Background: an optimization exercise with open tools, aiming at small area, a short achievable clock period and few clock cycles per item. Do not read the settings as production practice.
The RTL was checked by simulation tests, not by an equivalence proof against the original design.

Setup of run 3:
==> flow/design.v (excerpt) <==
module se05x_tx_frame (
    input  wire        clk,
    input  wire        rst,             
    input  wire        msg_valid,
    output wire        msg_ready,
    input  wire [31:0] msg_data,
    output reg         out_valid,
    input  wire        out_ready,
    output reg  [31:0] out_data,
    output reg         out_last
);
export LEC_CHECK = 0
export CAP_MARGIN = 0
export CORE_MARGIN = 2
export CORE_UTILIZATION = 65
export SETUP_SLACK_MARGIN = 4.4
export SLEW_MARGIN = 0
create_clock -name core_clock -period 8.0 [get_ports {clk}]
standard.sh (not shown) runs the stock make flow with config.mk's settings and CLKGATE_MAP_FILE= SYNTH_SCRIPT=/design/flow/synth_recipe.tcl, a recipe that flattens the netlist after the stock synthesis.
==> flow/flow/run.sh <==
#!/bin/bash
# The standard layout, with plain buffers (instead of the delay buffers
# buffer_ports picks by default) on the input and output ports, and a clock
# tree of smaller buffers without dummy loads.
set -euo pipefail
export BUFFER_PORTS_ARGS="-buffer_cell sky130_fd_sc_hd__buf_1"
export CTS_ARGS="-sink_clustering_enable -repair_clock_nets -dont_use_dummy_load -buf_list {sky130_fd_sc_hd__clkbuf_4} -sink_clustering_size 30 -sink_clustering_max_diameter 100"
bash standard.sh > standard.log 2>&1
Run 3 completed every stage of the flow, and the final layout passed the timing, DRC and antenna checks.
Testbench counts of run 3, summed over its fixed seeds: cycles 45,408, messages 960.
## Diff of input files: run 4 against run 3
# run 3
export LEC_CHECK = 0
export CAP_MARGIN = 0
export CORE_MARGIN = 2
export CORE_UTILIZATION = 65
export SETUP_SLACK_MARGIN = 4.4
export SLEW_MARGIN = 0
create_clock -name core_clock -period 8.0 [get_ports {clk}]
# run 4
export LEC_CHECK = 0
export CAP_MARGIN = 20
export CORE_MARGIN = 2
export CORE_UTILIZATION = 40
export SLEW_MARGIN = 20
create_clock -name core_clock -period 8.0 [get_ports {clk}]
==> flow/flow/run.sh <==
#!/bin/bash
# The standard layout, with plain buffers (instead of the delay buffers
# buffer_ports picks by default) on the input and output ports.
set -euo pipefail
export BUFFER_PORTS_ARGS="-buffer_cell sky130_fd_sc_hd__buf_1"
bash standard.sh > standard.log 2>&1
### Flow results
For the total number of placement rows, run 4 came in 11 higher than run 3 did. Compared with run 3, run 4 shows wire length of the first global-routing pass that has gone up by a little under 10%. Run 4 ends up with a highest net fanout along the worst path that is 2 higher than in run 3. Looking at number of cells on the critical path, run 4 sits 6 higher than run 3 does. Adder and majority cell fraction of the synthesized area of run 4 is on par with run 3. Relative to run 3, run 4 degrades setup slack.

se05x_tx_frame again, from the RTL that the note above started with.
==> flow/config.mk <==
export PLATFORM = sky130hd
export DESIGN_NAME = se05x_tx_frame
export DESIGN_NICKNAME = se05x_tx_frame
export VERILOG_FILES = /design/flow/design.v
export SDC_FILE = /design/flow/constraint.sdc
export NUM_CORES = 4
export LEC_CHECK = 0
export CAP_MARGIN = 10
export CORE_MARGIN = 2
export CORE_UTILIZATION = 65
export SETUP_SLACK_MARGIN = 4.4
export SLEW_MARGIN = 10
export TNS_END_PERCENT = 5
==> flow/constraint.sdc <==
create_clock -name core_clock -period 8.0 [get_ports {clk}]
set_input_delay 1.6000 -clock core_clock [delete_from_list [all_inputs] [get_ports {clk}]]
set_output_delay 1.6000 -clock core_clock [all_outputs]
set_load 0.01 [all_outputs]
==> flow/flow/run.sh <==
#!/bin/bash
# The standard layout, with plain buffers (instead of the delay buffers
# buffer_ports picks by default) on the input and output ports, and a clock
# tree of smaller buffers without dummy loads.
set -euo pipefail
export BUFFER_PORTS_ARGS="-buffer_cell sky130_fd_sc_hd__buf_1"
export CTS_ARGS="-sink_clustering_enable -repair_clock_nets -dont_use_dummy_load -buf_list {sky130_fd_sc_hd__clkbuf_4} -sink_clustering_size 30 -sink_clustering_max_diameter 100"
bash standard.sh > standard.log 2>&1
Testbench counts at the start, summed over its fixed seeds: cycles 45,408, messages 960.
Rerun with:
--- a/flow/config.mk
+++ b/flow/config.mk
@@ -9,5 +9,4 @@
 export CORE_MARGIN = 2
 export CORE_UTILIZATION = 65
-export SETUP_SLACK_MARGIN = 4.4
+export SETUP_SLACK_MARGIN = 4.7
 export SLEW_MARGIN = 10
-export TNS_END_PERCENT = 5
Result: Clock skew rises by 0.0034 ns; setup slack gains 0.061 ns; clock-buffer cell count is unchanged; worst hold slack loses 0.0038 ns; via count rises by 4.7%.
Rerun with:
--- a/flow/config.mk
+++ b/flow/config.mk
@@ -6,7 +6,7 @@
 export NUM_CORES = 4
 export LEC_CHECK = 0
-export CAP_MARGIN = 10
+export CAP_MARGIN = 20
 export CORE_MARGIN = 2
-export CORE_UTILIZATION = 65
-export SETUP_SLACK_MARGIN = 4.7
-export SLEW_MARGIN = 10
+export CORE_UTILIZATION = 40
+export SETUP_SLACK_MARGIN = 4.4
+export SLEW_MARGIN = 20
- final area drops by 0.88%
- wire length climbs by 2.3%
- worst hold slack got worse by 0.0030 ns
- cell count climbs by 11%
- via count drops by 5.7%
- sequential share of layout area climbs by 0.22 points
- register-to-register slack got worse by 0.17 ns
- synthesized area does not change
- maximum frequency stays flat

se05x_tx_frame, a different RTL version from the one above (not shown whole).
For scale: ~8300 µm² of cells after synthesis.
export LEC_CHECK = 0
export CAP_MARGIN = 10
export CORE_MARGIN = 2
export CORE_UTILIZATION = 60
export CTS_BUF_LIST = sky130_fd_sc_hd__clkbuf_4 sky130_fd_sc_hd__clkbuf_8
export SLEW_MARGIN = 10
create_clock -name core_clock -period 8.0 [get_ports {clk}]
==> flow/flow/run.sh <==
#!/bin/bash
# The standard layout, with plain buffers (instead of the delay buffers
# buffer_ports picks by default) on the input and output ports.
set -euo pipefail
export BUFFER_PORTS_ARGS="-buffer_cell sky130_fd_sc_hd__buf_1"
bash standard.sh > standard.log 2>&1
The first run went through all stages and came out clean.
Testbench counts at the start, summed over its fixed seeds: cycles 45,408, messages 960.
Then changed:
- CAP_MARGIN: 10 -> 20
- CORE_UTILIZATION: 60 -> 40
- CTS_BUF_LIST: sky130_fd_sc_hd__clkbuf_4 sky130_fd_sc_hd__clkbuf_8 -> default
- SLEW_MARGIN: 10 -> 20
What happened: The new run finished with timing, DRC and antenna clean; clock skew decreases by 0.0037 ns; die area increases by well over a third; worst hold slack degrades by 0.012 ns; synthesized area is unchanged; wire length increases by a few percent; design area increases by a few percent; non-clock buffer count increases by 2.

## try-tundra
The RTL this note starts from:
==> flow/design.v <==
module se05x_tx_frame (
    input  wire        clk,
    input  wire        rst,             
    input  wire        msg_valid,
    output wire        msg_ready,
    input  wire [31:0] msg_data,
    output reg         out_valid,
    input  wire        out_ready,
    output reg  [31:0] out_data,
    output reg         out_last
);
    localparam [7:0] NAD_H2C = 8'h5A;
    function [15:0] f8;
        input [15:0] c;
        input [7:0]  b;
        reg   [7:0]  x;
        begin
            x  = c[7:0] ^ b;
            x  = x ^ {x[3:0], 4'b0000};
            f8 = {8'h00, c[15:8]} ^ {x, 8'h00} ^ {5'b00000, x, 3'b000} ^ {12'h000, x[7:4]};
        end
    endfunction
    localparam [15:0] CRC_NAD = f8(16'hFFFF, NAD_H2C);
    reg        busy;         
    reg        k_hdr;        
    reg        m_full;       
    reg        m_trl;        
    reg        m_tail;       
    reg        odd;          
    reg        tx_seq;       
    reg [15:0] rem;          
    reg        more;         
    reg        rz;           
    reg [5:0]  q;            
    reg [1:0]  r;            
    reg [15:0] crc;
    reg [7:0]  hb0, hb1, hb2, hb3, hb4;    
    reg        nw;           
    reg        rl;           
    reg        mr_a;         
    reg        mr_b;
    wire out_free = !out_valid || out_ready;
    wire [7:0] clen = more ? 8'd254 : rem[7:0];
    wire [15:0] mlen  = msg_data[15:0];
    wire        mmore = (mlen > 16'd254);
    wire [7:0]  mclen = mmore ? 8'd254 : mlen[7:0];
    wire [7:0] nb0 = msg_data[7:0];
    wire [7:0] w3  = odd ? hb3 : nb0;
    wire [15:0] c1 = f8(crc, hb0);
    wire [15:0] c2 = f8(c1, hb1);
    wire [15:0] c3 = f8(c2, hb2);
    wire [15:0] c4 = f8(c3, w3);
    reg [31:0] ow;
    always @(*) begin
        if (m_tail)
            ow = {24'h000000, ~crc[15:8]};
        else if (m_full)
            ow = {w3, hb2, hb1, hb0};
        else
            case (r)
                2'd0:    ow = {16'h0000, ~crc[15:8], ~crc[7:0]};
                2'd1:    ow = {8'h00, ~c1[15:8], ~c1[7:0], hb0};
                2'd2:    ow = {~c2[15:8], ~c2[7:0], hb1, hb0};
                default: ow = {~c3[7:0], hb2, hb1, hb0};
            endcase
    end
    wire fend = m_tail || (m_trl && r != 2'd3);      
    wire go       = busy && out_free && (!nw || msg_valid);
    wire take_len = !busy || (out_free && rl);
    assign msg_ready = mr_a || (mr_b && out_ready);
    wire seq_n = tx_seq ^ (go && fend);
    reg        busy_n, k_hdr_n, m_full_n, m_trl_n, m_tail_n, odd_n, rz_n, nw_n, rl_n;
    reg [1:0]  r_n;
    reg [5:0]  q_n;
    always @(*) begin
        busy_n = busy; k_hdr_n = k_hdr; m_full_n = m_full; m_trl_n = m_trl;
        m_tail_n = m_tail; odd_n = odd; rz_n = rz; r_n = r; q_n = q;
        nw_n = nw; rl_n = rl;
        if (go) begin
            k_hdr_n = 1'b0;
            if (fend) begin
                k_hdr_n = 1'b1;
                {m_full_n, m_trl_n, m_tail_n} = 3'b100;
                odd_n = ~odd;
                if (rz) busy_n = 1'b0;
                nw_n = odd ? 1'b1 : (more || rem[7:2] != 6'd0 || rem[1:0] == 2'd3);
            end else if (k_hdr) begin
                rz_n = !more;
                r_n  = hb2[1:0] - 2'd1;
                q_n  = (hb2 - 8'd1) >> 2;
                if (rz)
                    {m_full_n, m_trl_n, m_tail_n} = 3'b001;
                else if (hb2 > 8'd4)
                    {m_full_n, m_trl_n, m_tail_n} = 3'b100;
                else
                    {m_full_n, m_trl_n, m_tail_n} = 3'b010;
                nw_n = !rz && (odd ? (hb2 > 8'd6) : (hb2 > 8'd4));
            end else if (m_full) begin
                q_n = q - 6'd1;
                if (q == 6'd1)
                    {m_full_n, m_trl_n, m_tail_n} = 3'b010;
                nw_n = (q != 6'd1) && (!odd || q != 6'd2 || r[1]);
            end else begin
                {m_full_n, m_trl_n, m_tail_n} = 3'b001;
                nw_n = 1'b0;
            end
            rl_n = rz_n && !nw_n && (m_tail_n || (m_trl_n && r_n != 2'd3));
        end
        if (msg_valid && take_len) begin
            busy_n  = 1'b1;
            k_hdr_n = 1'b1;
            odd_n   = 1'b0;
            rz_n    = (mlen == 16'h0000);
            {m_full_n, m_trl_n, m_tail_n} = {!rz_n, rz_n, 1'b0};
            r_n     = 2'd3;
            nw_n    = !rz_n;
            rl_n    = 1'b0;
        end
    end
    always @(posedge clk) begin
        if (rst) begin
            busy      <= 1'b0;
            out_valid <= 1'b0;
            tx_seq    <= 1'b0;
        end else begin
            busy <= busy_n;
            if (out_valid && out_ready)
                out_valid <= 1'b0;
            if (go) begin
                out_valid <= 1'b1;
                if (fend)
                    tx_seq <= ~tx_seq;
            end
        end
        k_hdr  <= k_hdr_n;
        m_full <= m_full_n;
        m_trl  <= m_trl_n;
        m_tail <= m_tail_n;
        odd    <= odd_n;
        rz     <= rz_n;
        r      <= r_n;
        q      <= q_n;
        nw     <= nw_n;
        rl     <= rl_n;
        mr_a   <= rst || !busy_n || ((nw_n || rl_n) && !(go || (out_valid && !out_ready)));
        mr_b   <= nw_n || rl_n;
        if (go) begin
            out_data <= ow;
            out_last <= fend;
            if (fend)
                crc <= 16'hFFFF;
            else if (m_trl)
                crc <= c3;
            else
                crc <= c4;
            if (k_hdr) begin
                rem  <= rem - 16'd254;
                more <= (rem > 16'd508);
            end
            if (fend) begin
                hb0 <= NAD_H2C;
                hb1 <= {1'b0, ~tx_seq, more, 5'b00000};
                hb2 <= clen;
                if (!odd) begin
                    hb3 <= hb1;
                    hb4 <= hb2;
                end
            end else if (!odd) begin
                if (nw) begin
                    hb0 <= msg_data[15:8];
                    hb1 <= msg_data[23:16];
                    hb2 <= msg_data[31:24];
                end
            end else begin
                hb0 <= hb4;
                if (nw) begin
                    hb1 <= msg_data[7:0];
                    hb2 <= msg_data[15:8];
                    hb3 <= msg_data[23:16];
                    hb4 <= msg_data[31:24];
                end
            end
        end
        if (msg_valid && take_len) begin
            rem  <= mlen;
            more <= mmore;
            crc  <= 16'hFFFF;
            hb0  <= NAD_H2C;
            hb1  <= {1'b0, seq_n, mmore, 5'b00000};
            hb2  <= mclen;
        end
    end
endmodule
export LEC_CHECK = 0
export CAP_MARGIN = 10
export CORE_MARGIN = 2
export CORE_UTILIZATION = 65
export GPL_ROUTABILITY_DRIVEN = 0
export GPL_TIMING_DRIVEN = 0
export SETUP_SLACK_MARGIN = 4.4
export SLEW_MARGIN = 10
create_clock -name core_clock -period 8.0 [get_ports {clk}]
==> flow/flow/run.sh <==
#!/bin/bash
# The standard layout, with plain buffers (instead of the delay buffers
# buffer_ports picks by default) on the input and output ports, and a clock
# tree of smaller buffers without dummy loads.
set -euo pipefail
export BUFFER_PORTS_ARGS="-buffer_cell sky130_fd_sc_hd__buf_1"
export CTS_ARGS="-sink_clustering_enable -repair_clock_nets -dont_use_dummy_load -buf_list {sky130_fd_sc_hd__clkbuf_4} -sink_clustering_size 30 -sink_clustering_max_diameter 100"
bash standard.sh > standard.log 2>&1
The final layout from try-tundra, which completed every stage, passed the timing, DRC and antenna checks at the end of the flow.
Testbench counts of try-tundra, summed over its fixed seeds: cycles 45,408, messages 960.
Relative to try-tundra, the following input files were edited for try-amber:
Settings: swapping 65 for 40 in CORE_UTILIZATION; clearing SETUP_SLACK_MARGIN, which used to be 4.4; clearing GPL_TIMING_DRIVEN, which used to be 0; clearing GPL_ROUTABILITY_DRIVEN, which used to be 0; swapping 10 for 20 in SLEW_MARGIN; swapping 10 for 20 in CAP_MARGIN.
--- a/flow/flow/run.sh
+++ b/flow/flow/run.sh
@@ -7 +7 @@
-export CTS_ARGS="-sink_clustering_enable -repair_clock_nets -dont_use_dummy_load -buf_list {sky130_fd_sc_hd__clkbuf_4} -sink_clustering_size 30 -sink_clustering_max_diameter 100"
+export CTS_ARGS="-sink_clustering_enable -repair_clock_nets -dont_use_dummy_load -buf_list {sky130_fd_sc_hd__clkbuf_4 sky130_fd_sc_hd__clkbuf_8} -sink_clustering_size 30"
Findings:
Compared with try-tundra, try-amber shows a higher met2 wire length.
Relative to try-tundra, global-route usage has gone down in try-amber.
Time the worst path needs with I/O delays and setup: try-amber > try-tundra
Comparing worst setup slack for try-amber and try-tundra, the bigger number came from try-tundra.
try-amber vs try-tundra, die area went up by 60%.
The clock slew at the register clock pins of the worst setup and hold paths reported for try-amber is smaller than that of try-tundra by 0.02 ns.
In try-amber, the non-clock buffer count came out 38 below the value in try-tundra.
Buffering stage count on the worst path with inverters included sits lower in try-amber than in try-tundra.
#### Input delta (try-pepper over try-amber)
Settings: swapping 40 for 65 in CORE_UTILIZATION; swapping 20 for 10 in SLEW_MARGIN; putting SETUP_SLACK_MARGIN at 4.4 where nothing was set; swapping 20 for 10 in CAP_MARGIN.
--- a/flow/flow/run.sh
+++ b/flow/flow/run.sh
@@ -7 +7 @@
-export CTS_ARGS="-sink_clustering_enable -repair_clock_nets -dont_use_dummy_load -buf_list {sky130_fd_sc_hd__clkbuf_4 sky130_fd_sc_hd__clkbuf_8} -sink_clustering_size 30"
+export CTS_ARGS="-sink_clustering_enable -repair_clock_nets -dont_use_dummy_load -buf_list {sky130_fd_sc_hd__clkbuf_4} -sink_clustering_size 30 -sink_clustering_max_diameter 100"
--- outcome ---
- Via-per-instance ratio up 14% in try-pepper wrt try-amber
- Looking at largest net degree at the start of global routing, try-pepper sits above try-amber.
- Number of instances in the placed design in try-pepper is 121 lower than in try-amber
- The floorplan core area of try-pepper was superior to that of try-amber.
- try-amber → try-pepper: design area -0.83%; worst setup slack after layout grew by 0.20 ns.
### try-pepper -> try-willow
Settings: a change of SETUP_SLACK_MARGIN from 4.4 to 4.55; an added TNS_END_PERCENT of 5.
### Flow results
Relative to try-pepper, count of inverters other than clock inverters in the layout has decreased by 1 in try-willow. try-willow falls short of try-pepper in worst hold slack. Looking at number of vias per cell after detailed routing, try-willow sits about 0.44% below try-pepper. The total inserted antenna cells in try-willow sits 1 above the value recorded for try-pepper. | actual slew at the worst max-slew pin | lower: try-pepper |. Between try-pepper and try-willow, the average wire length per cell after detail routing figures differ only marginally.

==> separate check: timing with driven ports <==
The results above use ideal ports. As a check the final layouts listed here were re-extracted and re-timed, cells and wires unchanged.
Step 1, drivers: a clkbuf_16 drives clk and a buf_2 each remaining input, both assumed.
Step 2 adds t to the input delays and takes it off the output delays; t is the mean of the earliest and latest rising clock arrival at the registers after step 1. Input paths then give back, and output paths get back, about the clock's delay inside the block.
Slacks: ideal ports / drivers / drivers and shift; pairs: ideal ports / drivers.
run	t (ns)	setup WS [ns]	worst hold slack (ns)	worst data-port slew with drivers (ns)
run 3	0.579	4.451 / 4.430 / 3.973	0.521 / 0.521 / 0.521	0.03
run 4	0.460	4.282 / 4.282 / 3.904	0.504 / 0.504 / 0.504	0.03
the first run of note 2	0.584	4.394 / 4.394 / 3.825	0.520 / 0.520 / 0.520	0.03
the second run of note 2	0.587	4.454 / 4.435 / 4.293	0.517 / 0.517 / 0.517	0.04
the third run of note 2	0.582	4.449 / 4.426 / 4.061	0.514 / 0.514 / 0.514	0.03
the first run of note 3	0.475	3.967 / 3.967 / 3.707	0.535 / 0.535 / 0.535	0.04
the second run of note 3	0.469	4.176 / 4.176 / 4.176	0.523 / 0.523 / 0.523	0.04
try-tundra	0.587	4.458 / 4.437 / 4.013	0.505 / 0.505 / 0.505	0.04
try-amber	0.476	4.254 / 4.254 / 3.864	0.509 / 0.509 / 0.509	0.03
try-pepper	0.579	4.451 / 4.430 / 3.973	0.521 / 0.521 / 0.521	0.03
try-willow	0.605	4.461 / 4.440 / 3.991	0.514 / 0.514 / 0.514	0.03
After both steps setup and hold are still met in every run listed. For the first run of note 2, which loses most, drivers alone change the setup slack by 0.000 ns; drivers and shift together by -0.569 ns.
